Context: an optimization exercise on an open-source flow, tuned for small area. The choices shown serve that exercise and are no tape-out recipe.
Only simulation tests tie the RTL to the original design; equivalence was not proved.
No activity file was given, so power comes from the tool's default toggle rates.

Setup of run a:
Design pms_codec, start of the top module:
module pms_codec #(
    parameter STRICT_LEN = 0
) (
    input             clk,
    input             rst,         
    input             req_valid,
    input      [31:0] req,
    output reg        rsp_valid,
    output reg [15:0] rsp_data
);
    localparam [7:0] START1 = 8'h42;
    localparam [7:0] START2 = 8'h4D;
    wire [3:0] func = req[31:28];
    wire fire = req_valid && !rst;
    wire mid_zero  = (req[27:8] == 20'd0);
    wire is_push   = fire && (func == 4'h1) && mid_zero;
    wire is_clr    = fire && (func == 4'h2) && mid_zero && (req[7:0] == 8'd0);
    wire is_decode = fire && (func == 4'h3) && mid_zero && (req[7:0] == 8'd0);
    wire is_encode = fire && (func == 4'h4) && (req[27:24] == 4'd0);
    wire is_regrd  = fire && (func == 4'h5) && mid_zero;
    wire [7:0] byte_in = req[7:0];
    reg [5:0]  rx_cnt;
    reg        rx_ovf;
    reg        d_done;
    reg        d_ok;
    reg        good;           
    reg [12:0] acc;            
    reg [7:0]  stage [0:23];   
    reg [15:0] meas  [0:11];
    wire cnt_full = rx_cnt[5];               
    wire push_in  = is_push && !cnt_full;
    wire at0      = (rx_cnt[4:0] == 5'd0);
    wire at1      = (rx_cnt[4:0] == 5'd1);
  ...
Size: roughly 720 cells after synthesis, about 52 I/O pins.
Settings: LEC_CHECK=0, CAP_MARGIN=20, CORE_MARGIN=2, CORE_UTILIZATION=40, SLEW_MARGIN=20, SYNTH_HIERARCHICAL=1; clock period 12.0 ns.
standard.sh (not shown) runs the stock make flow with config.mk's settings and CLKGATE_MAP_FILE= SYNTH_SCRIPT=/design/flow/synth_recipe.tcl, a recipe that flattens the netlist after the stock synthesis.
==> flow/flow/run.sh <==
#!/bin/bash
# Standard layout, with two changes made through ORFS's own variables:
#  * the port buffers are sky130_fd_sc_hd__buf_1 (every port still gets one);
#  * clock tree synthesis runs without dummy loads.
# Each step's full output is in orfs/logs/; make's own output is in make.log.
set -euo pipefail
cts_args="-sink_clustering_enable -repair_clock_nets -dont_use_dummy_load"
cts_args="$cts_args -buf_list sky130_fd_sc_hd__clkbuf_4 -sink_clustering_size 12 -sink_clustering_max_diameter 40"
bash standard.sh \
    "BUFFER_PORTS_ARGS=-buffer_cell sky130_fd_sc_hd__buf_1" \
    "CTS_ARGS=$cts_args" \
    finish > make.log 2>&1
Run a finished every step from synthesis to the final layout, and the layout passed the timing, DRC and antenna checks.
diff inputs: run a => run b
- CTS_BUF_LIST: unset -> sky130_fd_sc_hd__clkbuf_8
- CTS_CLUSTER_DIAMETER: unset -> 60
- CTS_CLUSTER_SIZE: unset -> 20
==> flow/run.sh (new file) <==
#!/bin/bash
# synth_recipe.tcl (not shown) runs the flow's synth.tcl, then flattens the netlist and writes it again
# the make line also repeats each setting of config.mk as NAME=value (left out here)
make -C /OpenROAD-flow-scripts/flow DESIGN_CONFIG=/design/flow/config.mk WORK_HOME=/design/flow/orfs CLKGATE_MAP_FILE= SYNTH_SCRIPT=/design/flow/synth_recipe.tcl finish
removed: flow/flow/run.sh
removed: flow/standard.sh
Run b ran to completion and came out clean on the timing, DRC and antenna checks. Compared with run a, the router placed fewer vias in run b. Looking at total internal power across both flows, run b is the weaker of the two, with run a ahead. On wire length of the first global-routing pass, run a loses to run b. Summary of the comparison: power is higher in run b, relative to run a. Sort run b and run a by wire length on met1, descending, and run a comes first. The setup slack of run b is smaller than that of run a. Diff run a -> run b: fraction of layout cells with a size suffix above 1 fell by 1.3 points; switching power share of the total rose by 0.28 points.

run A:
The RTL this note starts from:
==> flow/design.v <==
module pms_codec #(
    parameter STRICT_LEN = 0
) (
    input             clk,
    input             rst,         
    input             req_valid,
    input      [31:0] req,
    output reg        rsp_valid,
    output reg [15:0] rsp_data
);
    localparam [7:0] START1 = 8'h42;
    localparam [7:0] START2 = 8'h4D;
    wire [3:0] func = req[31:28];
    wire fire = req_valid && !rst;
    wire mid_zero  = (req[27:8] == 20'd0);
    wire is_push   = fire && (func == 4'h1) && mid_zero;
    wire is_clr    = fire && (func == 4'h2) && mid_zero && (req[7:0] == 8'd0);
    wire is_decode = fire && (func == 4'h3) && mid_zero && (req[7:0] == 8'd0);
    wire is_encode = fire && (func == 4'h4) && (req[27:24] == 4'd0);
    wire is_regrd  = fire && (func == 4'h5) && mid_zero;
    wire [7:0] byte_in = req[7:0];
    reg [5:0]  rx_cnt;
    reg        rx_ovf;
    reg        d_done;
    reg        d_ok;
    reg        good;           
    reg [12:0] acc;            
    reg [7:0]  stage [0:23];   
    reg [15:0] meas  [0:11];
    wire cnt_full = rx_cnt[5];               
    wire push_in  = is_push && !cnt_full;
    wire at0      = (rx_cnt[4:0] == 5'd0);
    wire at1      = (rx_cnt[4:0] == 5'd1);
    wire at30     = (rx_cnt[4:0] == 5'd30);
    wire at31     = (rx_cnt[4:0] == 5'd31);
    wire m_st1  = (byte_in == START1);
    wire m_st2  = (byte_in == START2);
    wire m_cshi = (byte_in == {3'd0, acc[12:8]});
    wire m_cslo = (byte_in == acc[7:0]);
    wire match  = at0 ? m_st1 : at1 ? m_st2 : at30 ? m_cshi : at31 ? m_cslo : 1'b1;
    wire good_nxt = (at0 || good) && match;
    wire frame_ok = cnt_full && !rx_ovf && good;
    always @(posedge clk) begin
        if (rst) begin
            rx_ovf <= 1'b0;
            d_done <= 1'b0;
            d_ok   <= 1'b0;
        end else if (is_push) begin
            if (cnt_full)
                rx_ovf <= 1'b1;
        end else if (is_clr) begin
            rx_ovf <= 1'b0;
        end else if (is_decode) begin
            d_done <= 1'b1;
            d_ok   <= frame_ok;
            rx_ovf <= 1'b0;
        end
    end
    wire       cnt_clr = rst || is_clr || is_decode;
    wire [5:0] cnt_t;
    wire [4:0] cnt_s;
    assign cnt_t[0] = push_in;
    genvar gn;
    generate
        for (gn = 0; gn < 5; gn = gn + 1) begin : g_cnt
            pms_ha u_ha (.a(rx_cnt[gn]), .b(cnt_t[gn]), .s(cnt_s[gn]), .co(cnt_t[gn + 1]));
        end
    endgenerate
    always @(posedge clk)
        rx_cnt <= {6{!cnt_clr}} & {rx_cnt[5] | cnt_t[5], cnt_s};
    always @(posedge clk) begin
        if (push_in)
            good <= good_nxt;
    end
    wire [12:0] acc_a = acc & {13{!at0}};
    wire [7:0]  acc_b = byte_in & {8{push_in && !at30 && !at31}};
    wire [13:0] acc_c;
    wire [12:0] acc_nxt;
    assign acc_c[0] = 1'b0;
    genvar ga;
    generate
        for (ga = 0; ga < 13; ga = ga + 1) begin : g_acc
            if (ga == 0)
                pms_ha u_ha (.a(acc_a[ga]), .b(acc_b[ga]), .s(acc_nxt[ga]), .co(acc_c[ga + 1]));
            else if (ga < 8)
                pms_fa u_fa (.a(acc_a[ga]), .b(acc_b[ga]), .c(acc_c[ga]),
                             .s(acc_nxt[ga]), .co(acc_c[ga + 1]));
            else
                pms_ha u_ha (.a(acc_a[ga]), .b(acc_c[ga]), .s(acc_nxt[ga]), .co(acc_c[ga + 1]));
        end
    endgenerate
    always @(posedge clk)
        acc <= acc_nxt;
    wire shift_in = push_in && (rx_cnt[4:2] != 3'b111);
    integer i;
    always @(posedge clk) begin
        if (shift_in) begin
            for (i = 0; i < 23; i = i + 1)
                stage[i] <= stage[i + 1];
            stage[23] <= byte_in;
        end
    end
    integer k;
    always @(posedge clk) begin
        if (is_decode && frame_ok) begin
            for (k = 0; k < 12; k = k + 1)
                meas[k] <= {stage[2 * k], stage[2 * k + 1]};
        end
    end
    reg        tx_valid;
    reg [1:0]  tx_op;       
    reg [15:0] tx_data;
    wire [7:0] enc_op = req[23:16];
    wire op_ok = (enc_op == 8'hE1) || (enc_op == 8'hE2) || (enc_op == 8'hE4);
    always @(posedge clk) begin
        if (rst)
            tx_valid <= 1'b0;
        else if (is_encode)
            tx_valid <= op_ok;
    end
    always @(posedge clk) begin
        if (is_encode) begin
            tx_op   <= {enc_op[2], enc_op[2] | enc_op[1]};
            tx_data <= req[15:0];
        end
    end
    wire [7:0] tx_opb = {5'b11100, tx_op[1], tx_op[0] & ~tx_op[1], ~tx_op[0]};
    wire [8:0] cs_c;
    wire [7:0] cs_s;
    wire [9:0] tx_csum;
    assign cs_c[0] = tx_op[0];
    genvar gc;
    generate
        for (gc = 0; gc < 8; gc = gc + 1) begin : g_cs
            pms_fa u_fa (.a(tx_data[8 + gc]), .b(tx_data[gc]), .c(cs_c[gc]),
                         .s(cs_s[gc]), .co(cs_c[gc + 1]));
        end
    endgenerate
    wire cs_q2, cs_q3, cs_q4, cs_q8;
    wire cs_q5 = cs_s[4] | cs_q4;
    wire cs_q6 = cs_s[5] | cs_q5;
    wire cs_q7 = cs_s[6] | cs_q6;
    assign tx_csum[0] = cs_s[0];
    pms_ha    u_cs1 (.a(cs_s[1]), .b(tx_op[1]), .s(tx_csum[1]), .co(cs_q2));
    pms_ha    u_cs2 (.a(cs_s[2]), .b(cs_q2), .s(tx_csum[2]), .co(cs_q3));
    pms_ha    u_cs3 (.a(cs_s[3]), .b(cs_q3), .s(tx_csum[3]), .co(cs_q4));
    pms_xnor2 u_cs4 (.a(cs_s[4]), .b(cs_q4), .y(tx_csum[4]));
    pms_xnor2 u_cs5 (.a(cs_s[5]), .b(cs_q5), .y(tx_csum[5]));
    pms_xnor2 u_cs6 (.a(cs_s[6]), .b(cs_q6), .y(tx_csum[6]));
    pms_ha    u_cs7 (.a(cs_s[7]), .b(cs_q7), .s(tx_csum[7]), .co(cs_q8));
    pms_xnor2 u_cs8 (.a(cs_c[8]), .b(cs_q8), .y(tx_csum[8]));
    assign tx_csum[9] = cs_c[8] | cs_q8;
    reg [4:0] rd_num;
    always @(posedge clk) begin
        rd_num <= {req[4], req[4] ? req[3] : req[5], req[2:0]};
        if (rst)
            rsp_valid <= 1'b0;
        else
            rsp_valid <= is_regrd;
    end
    wire [11:0] sm;                  
    wire [6:0]  st;                  
    wire [2:0]  ss;                  
    genvar gs;
    generate
        for (gs = 0; gs < 12; gs = gs + 1) begin : g_sm
            if (gs < 8)
                assign sm[gs] = rd_num[4] && !rd_num[3] && (rd_num[2:0] == gs);
            else
                assign sm[gs] = rd_num[4] && rd_num[3] && (rd_num[1:0] == gs - 8);
        end
        for (gs = 0; gs < 6; gs = gs + 1) begin : g_st
            assign st[gs] = !rd_num[4] && rd_num[3] && (rd_num[2:0] == gs);
        end
    endgenerate
    assign st[6] = !rd_num[4] && rd_num[3] && (rd_num[2:1] == 2'b11);
    assign ss[0] = !rd_num[4] && !rd_num[3] && (rd_num[1:0] == 2'd0);
    assign ss[1] = !rd_num[4] && !rd_num[3] && (rd_num[1:0] == 2'd1);
    assign ss[2] = !rd_num[4] && !rd_num[3] && rd_num[1];
    genvar gb, gk;
    generate
        for (gb = 0; gb < 8; gb = gb + 1) begin : g_hi
            wire [3:0] n;
            for (gk = 0; gk < 4; gk = gk + 1) begin : g_k
                pms_aoi222 u_aoi (
                    .a1(sm[3 * gk]),     .a2(meas[3 * gk][8 + gb]),
                    .b1(sm[3 * gk + 1]), .b2(meas[3 * gk + 1][8 + gb]),
                    .c1(sm[3 * gk + 2]), .c2(meas[3 * gk + 2][8 + gb]),
                    .y(n[gk]));
            end
            always @(*) rsp_data[8 + gb] = ~&n;
        end
    endgenerate
    wire [7:0] tx_cs_hi = {6'd0, tx_csum[9:8]};
    wire [7:0] stat0 = {6'd0, d_ok, d_done};
    wire [7:0] stat1 = {rx_ovf, 1'b0, rx_cnt};
    wire [7:0] const_lo = {st[2], st[0] | st[1] | st[2], st[2], 1'b0, st[1],
                           st[1] | st[2] & tx_opb[2], st[0] | st[2] & tx_opb[1],
                           st[1] | st[2] & tx_opb[0]};
    generate
        for (gb = 0; gb < 8; gb = gb + 1) begin : g_lo
            wire [5:0] n;
            for (gk = 0; gk < 4; gk = gk + 1) begin : g_k
                pms_aoi222 u_aoi (
                    .a1(sm[3 * gk]),     .a2(meas[3 * gk][gb]),
                    .b1(sm[3 * gk + 1]), .b2(meas[3 * gk + 1][gb]),
                    .c1(sm[3 * gk + 2]), .c2(meas[3 * gk + 2][gb]),
                    .y(n[gk]));
            end
            pms_aoi222 u_tx (
                .a1(st[3]), .a2(tx_data[8 + gb]),
                .b1(st[4]), .b2(tx_data[gb]),
                .c1(st[6]), .c2(tx_csum[gb]),
                .y(n[4]));
            assign n[5] = ~(st[5] & tx_cs_hi[gb] | ss[0] & stat0[gb] |
                            ss[1] & stat1[gb] | ss[2] & (gb == 0 ? tx_valid : 1'b0));
            always @(*) rsp_data[gb] = ~&n | const_lo[gb];
        end
    endgenerate
endmodule
module pms_aoi222 (
    input  a1, a2, b1, b2, c1, c2,
    output y
);
    assign y = ~(a1 & a2 | b1 & b2 | c1 & c2);
endmodule
module pms_fa (
    input  a, b, c,
    output s, co
);
    assign s  = a ^ b ^ c;
    assign co = a & b | c & (a ^ b);
endmodule
module pms_ha (
    input  a, b,
    output s, co
);
    assign s  = a ^ b;
    assign co = a & b;
endmodule
module pms_xnor2 (
    input  a, b,
    output y
);
    assign y = ~(a ^ b);
endmodule
==> flow/config.mk <==
export PLATFORM = sky130hd
export DESIGN_NAME = pms_codec
export DESIGN_NICKNAME = pms_codec
export VERILOG_FILES = /design/flow/design.v
export SDC_FILE = /design/flow/constraint.sdc
export NUM_CORES = 4
export LEC_CHECK = 0
export CAP_MARGIN = 20
export CORE_MARGIN = 2
export CORE_UTILIZATION = 60
export SLEW_MARGIN = 20
export SYNTH_HIERARCHICAL = 1
==> flow/constraint.sdc <==
create_clock -name core_clock -period 12.0 [get_ports {clk}]
set_input_delay 2.4000 -clock core_clock [delete_from_list [all_inputs] [get_ports {clk}]]
set_output_delay 2.4000 -clock core_clock [all_outputs]
set_load 0.01 [all_outputs]
==> flow/flow/run.sh <==
#!/bin/bash
# Standard layout, with two changes made through ORFS's own variables:
#  * the port buffers are sky130_fd_sc_hd__buf_1 (every port still gets one);
#  * clock tree synthesis runs without dummy loads.
# Each step's full output is in orfs/logs/; make's own output is in make.log.
set -euo pipefail
cts_args="-sink_clustering_enable -repair_clock_nets -dont_use_dummy_load"
cts_args="$cts_args -buf_list sky130_fd_sc_hd__clkbuf_4 -sink_clustering_size 12 -sink_clustering_max_diameter 40"
bash standard.sh \
    "BUFFER_PORTS_ARGS=-buffer_cell sky130_fd_sc_hd__buf_1" \
    "CTS_ARGS=$cts_args" \
    finish > make.log 2>&1
For run B, these inputs were changed with respect to run A:
-- flow/flow/run.sh --
<<< run A, line 8
cts_args="$cts_args -buf_list sky130_fd_sc_hd__clkbuf_4 -sink_clustering_size 12 -sink_clustering_max_diameter 40"
>>> run B, line 8
cts_args="$cts_args -buf_list sky130_fd_sc_hd__clkbuf_8 -sink_clustering_size 20 -sink_clustering_max_diameter 45"
Notes after the runs:
Run B vs. run A: number of standard cells in the layout, taps in and fillers out -12, aggregate routed wire length -0.47%, net switching share of the total power -0.71 points, clock transition time at the flip-flop clock pins of the worst setup and hold paths ~0 delta, cell area +0.97%. Compared run B vs run A, and final worst setup slack is up in run B. Re area overhead of the layout relative to synthesis: run A was lower than run B. Changes observed in run B relative to run A: number of clock-tree buffers in the layout decreased by about 20% relative to the old numbers, layout buffering overhead excluding clock cells closely matched the old numbers. In the tables for run B and run A, met2 wire length reads lower with run B. The via count of run B is lower than that of run A.
## Diff of input files: run C against run B
Settings: putting GPL_TIMING_DRIVEN at 0 where nothing was set; swapping 60 for 40 in CORE_UTILIZATION.
-- flow/flow/run.sh --
<<< run B, line 8
cts_args="$cts_args -buf_list sky130_fd_sc_hd__clkbuf_8 -sink_clustering_size 20 -sink_clustering_max_diameter 45"
>>> run C, line 8
cts_args="$cts_args -buf_list sky130_fd_sc_hd__clkbuf_4 -sink_clustering_size 10 -sink_clustering_max_diameter 45"
### Flow results
[compare] base=run B new=run C: sequential cell fraction of total power grew by 2.0 points; final cell count now larger; internal cell power fell by about 4.4%; final number of setup-violating endpoints stayed essentially flat.
Row met1 usage: run C lower / run B higher
Going from run B to run C, maximum clock frequency shrank by a few percent.
Run C finished end to end and its layout was clean on timing, DRC and antenna.
Met2 track demand over resource: run C and run B compared, higher one is run B
Changes in run D relative to run C:
Settings: clearing GPL_TIMING_DRIVEN, which used to be 0; swapping 40 for 50 in CORE_UTILIZATION.
-- flow/flow/run.sh --
<<< run C, line 4
#  * clock tree synthesis runs without dummy loads.
>>> run D, line 4
#  * clock tree synthesis runs without dummy loads, with clkbuf_4 buffers
#    driving sink clusters of at most 10 flip-flops within 45 um.
Findings:
For the die height, run D came in about 10% lower than run C did. From run C to run D the numbers moved as follows: core utilization shows an increase of 10 points, slew at the pin closest to its max-slew limit shows an increase of 0.022 ns. Cmp run D vs run C: cell area reported after detailed placement lower in run D. Run D against run C: cell area now sits lower; maximum clock frequency increased 3.3%.
Input changes introduced in run E (baseline for comparison: run D):
Settings: swapping 50 for 85 in CORE_UTILIZATION.
==> notes.md <==
- Run E is listed as incomplete: the tool reported an error in 3_5_place_dp and the run ended there.
- Run E vs. run D: mux share of post-synthesis cell area comparable; post-synthesis async set-or-reset flop share ~0 delta.
- From run D to run E the numbers moved as follows: die extent in y shows a reduction of 23%; number of buffers inserted by port buffering was more or less identical; width of the die saw a decrease.
What run F does differently from run E at the input level:
Settings: swapping 85 for 40 in CORE_UTILIZATION.
-- flow/flow/run.sh --
<<< run E, line 4
#  * clock tree synthesis runs without dummy loads, with clkbuf_4 buffers
#    driving sink clusters of at most 10 flip-flops within 45 um.
>>> run F, line 4
#  * clock tree synthesis runs without dummy loads.
<<< run E, line 9
cts_args="$cts_args -buf_list sky130_fd_sc_hd__clkbuf_4 -sink_clustering_size 10 -sink_clustering_max_diameter 45"
>>> run F, line 8
cts_args="$cts_args -buf_list sky130_fd_sc_hd__clkbuf_4 -sink_clustering_size 11 -sink_clustering_max_diameter 45"
Findings:
Run F completed every stage of the flow, and the final layout passed the timing, DRC and antenna checks. Comparing run E against run F, there is no change at all in synthesized cell count. From run E to run F the numbers moved as follows: share of the synthesized area in compound gates (AO/OA/AOI/OAI) essentially unchanged; adder-cell share of the synthesized area did not really move; final weighted congestion in routability-driven placement shows a reduction of about 10%; multiplexer share of the synthesized area closely matched the old numbers; total standard cell area after synthesis stayed essentially flat. [compare] base=run E new=run F: initial standard-cell utilization of the core lost 47 points; per-instance average area after synthesis barely changed; number of core rows rose by 23. Detailed-placement wirelength estimate (lower): run F. Run F -> run E: post-synthesis net count delta 0, exact match.

## separate check: timing with driven ports
The flow's constraints put no driver on any port. The routed layouts listed below were extracted and timed again, unchanged, in two steps.
Step 1, drivers: a clkbuf_16 drives clk and a buf_2 each remaining input, both assumed.
Step 2 times the ports against the registers' clock, not the clock port: input delays grow and output delays shrink by t, the midpoint of the rising clock arrivals with the driver on.
a / b / c = ideal / step 1 / step 2; a / b = the first two.
| run | t, ns | slack for setup (ns) | clock arrival spread, ns | worst data-port slew with drivers (ns) |
|---|---|---|---|---|
| run a of note 1 | 0.743 | 4.032 / 3.985 / 4.642 | 0.086 / 0.086 | 0.04 |
| run b of note 1 | 0.629 | 3.728 / 3.685 / 4.300 | 0.026 / 0.027 | 0.04 |
| run A of note 2 | 0.703 | 4.150 / 4.106 / 4.621 | 0.090 / 0.090 | 0.07 |
| run B of note 2 | 0.582 | 4.261 / 4.215 / 4.611 | 0.072 / 0.072 | 0.07 |
| run C of note 2 | 0.732 | 3.936 / 3.891 / 4.527 | 0.082 / 0.081 | 0.05 |
| run D of note 2 | 0.704 | 4.190 / 4.145 / 4.548 | 0.094 / 0.095 | 0.07 |
| run F of note 2 | 0.697 | 4.002 / 3.957 / 4.654 | 0.062 / 0.062 | 0.04 |
After both steps setup and hold are still met in every run listed.
